Context: an optimization exercise on an open-source flow, tuned for small area, a short achievable clock period and few clock cycles. The choices shown serve that exercise and are no tape-out recipe. Only simulation tests tie the RTL to the original design; equivalence was not proved. Power is estimated from default activity; no workload was simulated.

**config.mk**
```make
export PLATFORM = sky130hd
export DESIGN_NAME = gsh_core
export DESIGN_NICKNAME = gsh_core
export VERILOG_FILES = /design/flow/design.v
export SDC_FILE = /design/flow/constraint.sdc
export NUM_CORES = 4
export LEC_CHECK = 0
export CAP_MARGIN = 20
export CORE_MARGIN = 2
export CORE_UTILIZATION = 35
export SLEW_MARGIN = 20
```
**design.v**
```verilog
module gsh_core (
    input  wire        clk,
    input  wire        rst,           
    input  wire        req_valid,
    output wire        req_ready,
    input  wire        req_we,
    input  wire [18:0] req_addr,
    input  wire [31:0] req_wdata,
    output reg         rsp_valid,
    output reg  [31:0] rsp_rdata
);
    localparam MSG_CAP = 16;
    localparam MW      = 4;         
    localparam FW      = 5;         
    localparam FRM_CAP = MSG_CAP + 8;
    localparam ST_OK        = 4'd0;
    localparam ST_OUT_RANGE = 4'd1;
    localparam ST_MALFORMED = 4'd2;
    localparam ST_TRUNCATED = 4'd3;
    localparam ST_LEN_OVF   = 4'd4;
    localparam ST_ILLEGAL   = 4'd5;
    localparam S_IDLE    = 4'd0;
    localparam S_EXEC    = 4'd1;
    localparam S_CREATE  = 4'd2;
    localparam S_SETSTR  = 4'd3;
    localparam S_GETSTR  = 4'd4;
    localparam S_XOR     = 4'd5;
    localparam S_CRCBYTE = 4'd6;
    localparam S_CRCBIT  = 4'd7;
    localparam S_ENC_TRL = 4'd8;
    localparam S_ENC_X3  = 4'd9;
    localparam S_ENC_CP  = 4'd10;
    localparam S_DEC_X3  = 4'd11;
    localparam S_DEC_X2  = 4'd12;
    localparam S_DEC_CP  = 4'd13;
    reg  [3:0]  code;
    reg         sticky;
    reg  [15:0] msg_len;
    reg  [23:0] frm_len;
    reg  [15:0] data_r;
    reg  [15:0] count_r;
    reg  [7:0]  xor1;
    reg  [7:0]  xor2;
    reg  [15:0] crc_r;
    reg  [7:0]  msg [0:MSG_CAP-1];
    reg  [7:0]  str [0:MSG_CAP-1];
    reg  [7:0]  frm [0:FRM_CAP-1];
    reg  [3:0]  state;
    reg  [31:0] cmd_q;
    reg  [5:0]  idx;         
    reg  [2:0]  bitn;        
    reg  [5:0]  len_q;       
    reg  [MW-1:0] off_q;       
    reg  [7:0]  key_q;       
    reg  [7:0]  k2_q;        
    reg  [15:0] acc;         
    reg         crc_enc;     
    assign req_ready = (state == S_IDLE);
    wire acc_req = req_valid && req_ready;
    wire [7:0]  opc  = cmd_q[31:24];
    wire [15:0] op_a = cmd_q[23:8];
    wire [7:0]  op_b = cmd_q[7:0];
    wire [23:0] op_l = cmd_q[23:0];
    reg legal;
    always @(*) begin
        case (opc)
            8'h01, 8'h02, 8'h11, 8'h12, 8'h13, 8'h14, 8'h15:
                legal = (op_b == 8'd0);
            8'h10, 8'h31:
                legal = 1'b1;
            8'h20, 8'h30, 8'h32:
                legal = (op_l == 24'd0);
            8'h21:
                legal = (op_a == 16'd0);
            default:
                legal = 1'b0;
        endcase
    end
    wire [16:0] a_plus_1     = {1'b0, op_a} + 17'd1;
    wire [16:0] a_plus_count = {1'b0, op_a} + {1'b0, count_r};
    wire [15:0] dec_n    = {frm[1], frm[2]};
    wire [5:0]  dec_n6   = dec_n[5:0];
    wire [7:0]  dec_k1   = frm[0];
    wire [15:0] dec_c    = {frm[3 + dec_n6], frm[4 + dec_n6]};
    wire [7:0]  dec_k2   = frm[6 + dec_n6] ^ dec_n[7:0];
    function [15:0] crc_step;
        input [15:0] a;
        begin
            if (a[0])
                crc_step = (a >> 1) ^ 16'hA001;
            else
                crc_step = a >> 1;
        end
    endfunction
    reg [31:0] rd_val;
    always @(*) begin
        rd_val = 32'd0;
        case (req_addr[18:16])
            3'd0: begin
                case (req_addr[15:0])
                    16'h0004: rd_val = {24'd0, sticky, 3'd0, code};
                    16'h0008: rd_val = {16'd0, msg_len};
                    16'h000C: rd_val = {8'd0, frm_len};
                    16'h0010: rd_val = {16'd0, data_r};
                    16'h0014: rd_val = {16'd0, count_r};
                    16'h0018: rd_val = {24'd0, xor1};
                    16'h001C: rd_val = {24'd0, xor2};
                    16'h0020: rd_val = {16'd0, crc_r};
                    16'h0024: rd_val = MSG_CAP;
                    default:  rd_val = 32'd0;
                endcase
            end
            3'd1: if (req_addr[15:0] < MSG_CAP) rd_val = {24'd0, msg[req_addr[MW-1:0]]};
            3'd2: if (req_addr[15:0] < MSG_CAP) rd_val = {24'd0, str[req_addr[MW-1:0]]};
            3'd4, 3'd5:
                  if (req_addr[16:0] < FRM_CAP) rd_val = {24'd0, frm[req_addr[FW-1:0]]};
            default: rd_val = 32'd0;
        endcase
    end
    always @(posedge clk) begin
        if (rst) begin
            rsp_valid <= 1'b0;
            rsp_rdata <= 32'd0;
        end else begin
            rsp_valid <= acc_req && !req_we;
            if (acc_req && !req_we)
                rsp_rdata <= rd_val;
        end
    end
    task set_status;
        input [3:0] c;
        begin
            code <= c;
            if (c != ST_OK)
                sticky <= 1'b1;
        end
    endtask
    always @(posedge clk) begin
        if (rst) begin
            state   <= S_IDLE;
            code    <= ST_OK;
            sticky  <= 1'b0;
            msg_len <= 16'd0;
            frm_len <= 24'd0;
            data_r  <= 16'd0;
            count_r <= 16'd0;
            xor1    <= 8'd0;
            xor2    <= 8'd0;
            crc_r   <= 16'd0;
            cmd_q   <= 32'd0;
            idx     <= 6'd0;
            bitn    <= 3'd0;
            len_q   <= 6'd0;
            off_q   <= {MW{1'b0}};
            key_q   <= 8'd0;
            k2_q    <= 8'd0;
            acc     <= 16'd0;
            crc_enc <= 1'b0;
        end else begin
            case (state)
            S_IDLE: begin
                if (acc_req && req_we) begin
                    case (req_addr[18:16])
                        3'd0: begin
                            case (req_addr[15:0])
                                16'h0000: begin
                                    cmd_q <= req_wdata;
                                    state <= S_EXEC;
                                end
                                16'h0004: if (req_wdata[7]) sticky <= 1'b0;
                                16'h0010: data_r  <= req_wdata[15:0];
                                16'h0014: count_r <= req_wdata[15:0];
                                16'h0018: xor1    <= req_wdata[7:0];
                                16'h001C: xor2    <= req_wdata[7:0];
                                default: ;
                            endcase
                        end
                        3'd1: if (req_addr[15:0] < MSG_CAP) msg[req_addr[MW-1:0]] <= req_wdata[7:0];
                        3'd2: if (req_addr[15:0] < MSG_CAP) str[req_addr[MW-1:0]] <= req_wdata[7:0];
                        3'd4, 3'd5:
                              if (req_addr[16:0] < FRM_CAP) frm[req_addr[FW-1:0]] <= req_wdata[7:0];
                        default: ;
                    endcase
                end
            end
            S_EXEC: begin
                idx   <= 6'd0;
                state <= S_IDLE;
                if (!legal) begin
                    set_status(ST_ILLEGAL);
                end else begin
                    case (opc)
                    8'h01: begin  
                        if (op_a > MSG_CAP) begin
                            set_status(ST_LEN_OVF);
                        end else begin
                            msg_len <= op_a;
                            len_q   <= op_a[5:0];
                            state   <= S_CREATE;
                        end
                    end
                    8'h02: begin  
                        if (op_a > MSG_CAP) begin
                            set_status(ST_LEN_OVF);
                        end else begin
                            msg_len <= op_a;
                            set_status(ST_OK);
                        end
                    end
                    8'h10: begin  
                        if (op_a >= msg_len) begin
                            set_status(ST_OUT_RANGE);
                        end else begin
                            msg[op_a[MW-1:0]] <= op_b;
                            set_status(ST_OK);
                        end
                    end
                    8'h11: begin  
                        if (op_a >= msg_len) begin
                            set_status(ST_OUT_RANGE);
                        end else begin
                            data_r <= {8'd0, msg[op_a[MW-1:0]]};
                            set_status(ST_OK);
                        end
                    end
                    8'h12: begin  
                        if (a_plus_1 >= {1'b0, msg_len}) begin
                            set_status(ST_OUT_RANGE);
                        end else begin
                            msg[op_a[MW-1:0]]       <= data_r[15:8];
                            msg[a_plus_1[MW-1:0]]   <= data_r[7:0];
                            set_status(ST_OK);
                        end
                    end
                    8'h13: begin  
                        if (a_plus_1 >= {1'b0, msg_len}) begin
                            set_status(ST_OUT_RANGE);
                        end else begin
                            data_r <= {msg[op_a[MW-1:0]], msg[a_plus_1[MW-1:0]]};
                            set_status(ST_OK);
                        end
                    end
                    8'h14, 8'h15: begin  
                        if (a_plus_count >= {1'b0, msg_len}) begin
                            set_status(ST_OUT_RANGE);
                        end else begin
                            off_q <= op_a[MW-1:0];
                            len_q <= count_r[5:0];
                            state <= (opc == 8'h14) ? S_SETSTR : S_GETSTR;
                        end
                    end
                    8'h20: begin  
                        acc     <= 16'hFFFF;
                        len_q   <= msg_len[5:0];
                        crc_enc <= 1'b0;
                        state   <= S_CRCBYTE;
                    end
                    8'h21: begin  
                        key_q   <= op_b;
                        len_q   <= msg_len[5:0];
                        crc_enc <= 1'b0;
                        state   <= S_XOR;
                    end
                    8'h30: begin  
                        frm[0]  <= xor1;
                        frm[1]  <= msg_len[15:8];
                        frm[2]  <= msg_len[7:0];
                        key_q   <= xor2;
                        len_q   <= msg_len[5:0];
                        crc_enc <= 1'b1;
                        state   <= S_XOR;
                    end
                    8'h31: begin  
                        if (op_l > FRM_CAP) begin
                            set_status(ST_LEN_OVF);
                        end else begin
                            frm_len <= op_l;
                            set_status(ST_OK);
                        end
                    end
                    8'h32: begin  
                        if (frm_len < 24'd8 || {8'd0, dec_n} > frm_len - 24'd8) begin
                            msg_len <= 16'd0;
                            xor1    <= 8'd0;
                            xor2    <= 8'd0;
                            crc_r   <= 16'd0;
                            set_status(frm_len < 24'd8 ? ST_MALFORMED : ST_TRUNCATED);
                        end else begin
                            len_q <= dec_n6;
                            crc_r <= dec_c;
                            xor1  <= dec_k1;
                            xor2  <= dec_k2;
                            key_q <= dec_k1 ^ dec_c[15:8];
                            k2_q  <= dec_k2;
                            state <= S_DEC_X3;
                        end
                    end
                    default: set_status(ST_ILLEGAL);
                    endcase
                end
            end
            S_CREATE: begin
                if (idx < len_q) begin
                    msg[idx[MW-1:0]] <= 8'd0;
                    idx <= idx + 6'd1;
                end else begin
                    set_status(ST_OK);
                    state <= S_IDLE;
                end
            end
            S_SETSTR: begin
                if (idx < len_q) begin
                    msg[off_q + idx[MW-1:0]] <= str[idx[MW-1:0]];
                    idx <= idx + 6'd1;
                end else begin
                    set_status(ST_OK);
                    state <= S_IDLE;
                end
            end
            S_GETSTR: begin
                if (idx < len_q) begin
                    str[idx[MW-1:0]] <= msg[off_q + idx[MW-1:0]];
                    idx <= idx + 6'd1;
                end else begin
                    set_status(ST_OK);
                    state <= S_IDLE;
                end
            end
            S_XOR: begin  
                if (idx < len_q) begin
                    msg[idx[MW-1:0]] <= msg[idx[MW-1:0]] ^ key_q;
                    idx <= idx + 6'd1;
                end else begin
                    idx <= 6'd0;
                    if (crc_enc) begin
                        acc   <= 16'hFFFF;
                        state <= S_CRCBYTE;
                    end else begin
                        set_status(ST_OK);
                        state <= S_IDLE;
                    end
                end
            end
            S_CRCBYTE: begin
                if (idx < len_q) begin
                    acc   <= acc ^ {8'd0, msg[idx[MW-1:0]]};
                    bitn  <= 3'd0;
                    state <= S_CRCBIT;
                end else begin
                    crc_r <= acc;
                    if (crc_enc) begin
                        state <= S_ENC_TRL;
                    end else begin
                        set_status(ST_OK);
                        state <= S_IDLE;
                    end
                end
            end
            S_CRCBIT: begin
                acc  <= crc_step(acc);
                bitn <= bitn + 3'd1;
                if (bitn == 3'd7) begin
                    idx   <= idx + 6'd1;
                    state <= S_CRCBYTE;
                end
            end
            S_ENC_TRL: begin  
                frm[3 + len_q] <= acc[15:8];
                frm[4 + len_q] <= acc[7:0];
                frm[5 + len_q] <= xor2;
                frm[6 + len_q] <= xor2 ^ msg_len[7:0];
                frm[7 + len_q] <= 8'd0;
                key_q <= xor1 ^ acc[15:8];
                idx   <= 6'd0;
                state <= S_ENC_X3;
            end
            S_ENC_X3: begin
                if (idx < len_q) begin
                    msg[idx[MW-1:0]] <= msg[idx[MW-1:0]] ^ key_q;
                    idx <= idx + 6'd1;
                end else begin
                    idx   <= 6'd0;
                    state <= S_ENC_CP;
                end
            end
            S_ENC_CP: begin
                if (idx < len_q) begin
                    frm[3 + idx] <= msg[idx[MW-1:0]];
                    idx <= idx + 6'd1;
                end else begin
                    frm_len <= {18'd0, len_q} + 24'd8;
                    set_status(ST_OK);
                    state <= S_IDLE;
                end
            end
            S_DEC_X3: begin
                if (idx < len_q) begin
                    frm[3 + idx] <= frm[3 + idx] ^ key_q;
                    idx <= idx + 6'd1;
                end else begin
                    idx   <= 6'd0;
                    state <= S_DEC_X2;
                end
            end
            S_DEC_X2: begin
                if (idx < len_q) begin
                    frm[3 + idx] <= frm[3 + idx] ^ k2_q;
                    idx <= idx + 6'd1;
                end else begin
                    idx   <= 6'd0;
                    state <= S_DEC_CP;
                end
            end
            S_DEC_CP: begin
                if (idx < len_q) begin
                    msg[idx[MW-1:0]] <= frm[3 + idx];
                    idx <= idx + 6'd1;
                end else begin
                    msg_len <= {10'd0, len_q};
                    set_status(ST_OK);
                    state <= S_IDLE;
                end
            end
            default: state <= S_IDLE;
            endcase
        end
    end
endmodule
```
**constraint.sdc**
```tcl
create_clock -name core_clock -period 10.0 [get_ports {clk}]
set_input_delay 2.0000 -clock core_clock [delete_from_list [all_inputs] [get_ports {clk}]]
set_output_delay 2.0000 -clock core_clock [all_outputs]
set_load 0.01 [all_outputs]
```
**run.sh**
```bash
#!/bin/bash
# synth_recipe.tcl (not shown) runs the flow's synth.tcl, then flattens the netlist and writes it again
# the make line also repeats each setting of config.mk as NAME=value (left out here)
make -C /OpenROAD-flow-scripts/flow DESIGN_CONFIG=/design/flow/config.mk WORK_HOME=/design/flow/orfs CLKGATE_MAP_FILE= SYNTH_SCRIPT=/design/flow/synth_recipe.tcl finish
```
==> flow_summary.ini <==
[timing]
hold_violations = 0
fin_tns_setup_ns = 0
fin_crit_ns = 7.074
tightest_slew_ns = 1.325
min_period_over_period_pct = 70.74
maxSlewHeadroom_pct = 11.15
finalSetupViolations = 0
drv_slew = 0
clock-skew-final_ns = 0.05133
rsz0062_at_grt = false
max_freq_mhz = 141.4

[logic_synthesis]
yosysTopAreaCell = mux4_2
syn_area_per_cell_um2 = 9.750
syn-cell-area_mm2 = 0.05357
synthArstFlopShare_pct = 0
ys_top_cells_by_count = nor2_1, mux4_2, nand2_1
yosysWarnings = 1
syn_inst = 5494
yosys-top-cells-area = mux4_2, dfxtp_1, edfxtp_1, nor2_1, nand2_1
yosysMostFrequentCell = nor2_1
synth_edf_count = 256
ys_types = 105
yosys_register_bits = 677
synth_ff_type = dfxtp_1
synth_seq_area_share_pct = 30.08
synth_top_cell_area_share_pct = 23.12

[detailed_routing]
dr.pass1.iters = 12
wl_um = 272400
drtIter0Drc = 10484
via_per_inst = 7.208
drc = 0
num_vias = 53828
ant_nets = 0
post_drt_wl_per_cell_um = 36.48

[critical_path]
end_kind = register
cp.required_ns = 10.60
worstSetupPathType = reg -> reg
arrival_ns = 7.67
crit_path_start_kind = register
worst_path_max_delay_cell = nor4bb_4
r2r_slack_ns = 2.93
path_cells = inv_1, ha_1, a21o_1, a31oi_1, o21a_1, a21oi_1, nor4bb_4, nand2b_1, buf_4, nand2b_1, o211ai_1, a31oi_1
slowest_delay_ns = 1.14
crit_path_max_fanout = 20

[place]
io_buffers = 80
gp_congestion = 1.145
dp_hpwl_um = 186800

[cts]
cts_max_path_buffers = 3
cts-root-buf = clkbuf_16
hold_buffers = 0
clk_latency_ns = 0.74
cts.htree.levels = 3
post_cts_resize_count = 0
cts_tree = done
clkTransAtPathRegs_ns = 0.06
cts_sinks = 677
numCtsBuffers = 83
postCtsSetupBuffers = 0

[power]
vdd.ir_drop.worst_uv = 141.1
power_leakage_nw = 19.55
power.internal_mw = 4.940
switching_share_pct = 25.49
clkPwrFrac_pct = 49.8
seqPwrFrac_pct = 43.8
pwr-share-comb_pct = 6.4
p_sw_mw = 1.690
p_per_area_mw_per_mm2 = 111.3

[floorplan]
die_x_um = 395.2
die_h_um = 395.2
initial_utilization_pct = 35.26
die_area_mm2 = 0.1562
io_pins = 89
coreArea_mm2 = 0.1519
row_count = 143

[global_routing]
antenna_found_initial = 14
grt-busiest-layer = met2
gr-usage-met3_pct = 15.06
grt_pass1_vias = 49482
use_met2_pct = 46.67
grtUsageMet1_pct = 41.40
grt.total_usage_pct = 33.69
grt_pass1_wl_um = 379400
overflow = 0
grt_max_degree = 94

[layout]
synthToLayoutAreaGrowth_pct = 11.16
drive_above_1_share_pct = 20.31
fillers = 14728
post-route-util_pct = 39.20
nets = 5540

[min_path]
hp-class = reg -> reg

[run]
cap_violations = 0

[run_status]
outcome = complete, no violations
## layer usage
| layer | vias to the layer above | share of wire, % |
|---|---|---|
| met2 | 5118 | 40 |
| met4 | 22 | 9.1 |
| met3 | 1385 | 17 |
| li1 | 21203 | - |
| met5 | - | 0.18 |
| met1 | 26100 | 34 |
## cells by family after synthesis
logic type,count (synthesis),synth area share [%]
other,1,0.007000
adder cells (fa/ha/maj),121,2.854
XOR/XNOR,122,1.995
buffers and inverters,564,4.167
AO/OA/AOI/OAI,1534,18.94
AND/OR/NAND/NOR,1693,14.16
multiplexers,782,27.80
flip-flops,677,30.08
## cell type report
| class | instances | area [um2] | area share, % |
|---|---|---|---|
| diodes | 6 | 15.01 | 0.02521 |
| well taps | 2030 | 2540 | 4.266 |
| inverters | 80 | 300.3 | 0.5043 |
| flip-flops and latches | 677 | 16140 | 27.10 |
| multi-input cells | 4260 | 35470 | 59.56 |
| clock inverters | 38 | 541.8 | 0.9098 |
| clock buffers | 115 | 2349 | 3.944 |
| repair buffers | 262 | 2198 | 3.692 |
## critical path, delay by kind of cell, from the launching register on
family	cells	cell delay (ns)
and+or+nand+nor	3	2.29
AOI/OAI and AO/OA	6	1.76
buffers and inverters	2	1.36
DFF	1	0.94
adders and majority gates	1	0.60
## worst paths after layout
check,from,end,cells past startpoint
max,len_q[2]$_SDFFE_PP0P_,frm[0][7]$_SDFFE_PP0P_,12
min,code[1]$_SDFFE_PP0P_,code[1]$_SDFFE_PP0P_,2
max reg2reg,len_q[2]$_SDFFE_PP0P_,frm[0][7]$_SDFFE_PP0P_,12
min reg2reg,code[1]$_SDFFE_PP0P_,code[1]$_SDFFE_PP0P_,2
## per-stage QoR
step	total power [mW]	setup WS, ns	cells	instance area (um2)	hold WS (ns)
5_1_grt	6.738	3.168	7464	59540	0.5000
4_1_cts	6.598	3.779	7462	59510	0.4808
6_report	6.630	2.926	7468	59550	0.4863
2_1_floorplan	3.173	4.744	5501	53600	0.4344
3_5_place_dp	3.352	3.405	7309	56620	0.4706
3_3_place_gp	3.348	3.484	7307	56580	0.4690
## layout by cell type, fill, tap and decap left out, types with 35 or more instances in the layout
| cell type | n |
|---|---|
| nand2b_1 | 40 |
| a211oi_1 | 77 |
| o21bai_1 | 46 |
| edfxtp_1 | 256 |
| a31oi_1 | 44 |
| o2111ai_1 | 54 |
| xnor2_1 | 77 |
| mux2i_1 | 86 |
| dfxtp_1 | 413 |
| mux2_2 | 133 |
| and3_1 | 62 |
| o221ai_1 | 43 |
| a22oi_1 | 102 |
| clkdlybuf4s50_1 | 76 |
| ha_1 | 115 |
| buf_4 | 179 |
| nand2_1 | 515 |
| xor2_1 | 35 |
| o21ai_0 | 331 |
| clkbuf_16 | 84 |
| o22ai_1 | 53 |
| a21oi_1 | 377 |
| nor2_1 | 591 |
| mux4_2 | 550 |
| nor3_1 | 151 |
| o22a_1 | 43 |
| nand3_1 | 139 |
| inv_1 | 73 |
## registers in the layout, summed over array words and instances, names as in the netlist, 24 cells and up, named ones only
register   cells
cmd_q         32
frm          192
frm_len       24
msg          128
rsp_rdata     24
str          128
## power by group through the flow
stage / Combinational [mW] / Clock [mW] / Sequential, mW
after floorplan: 0.231 / 0 / 2.94
after global placement: 0.391 / 0 / 2.96
after detailed placement: 0.394 / 0 / 2.96
after CTS: 0.396 / 3.30 / 2.90
after global routing: 0.424 / 3.41 / 2.90
final: 0.422 / 3.30 / 2.90
Testbench counts, summed over its fixed seeds: cycles 47,906.

## re-timing with driven ports
Ports are ideal in the flow. The routed layout listed here was re-timed in OpenROAD. Step 1: set_driving_cell puts a clkbuf_16 on clk and a buf_2 on each other input, an assumption about the parent block. Step 2 also shifts input and output timing later by t, the mid clock arrival at the registers, as if the neighbouring blocks saw the same clock. a / b / c = ideal ports / drivers / drivers and shift; a / b = the first two.
t, ns: 0.790
setup WS [ns]: 2.926 / 2.926 / 2.926
latest minus earliest clock arrival (ns): 0.052 / 0.052
pins driven straight from the clock port: 1
After both steps this run still meets setup and hold. The setup slack of this run moves by 0.000 ns with the drivers and by 0.000 ns with both steps.
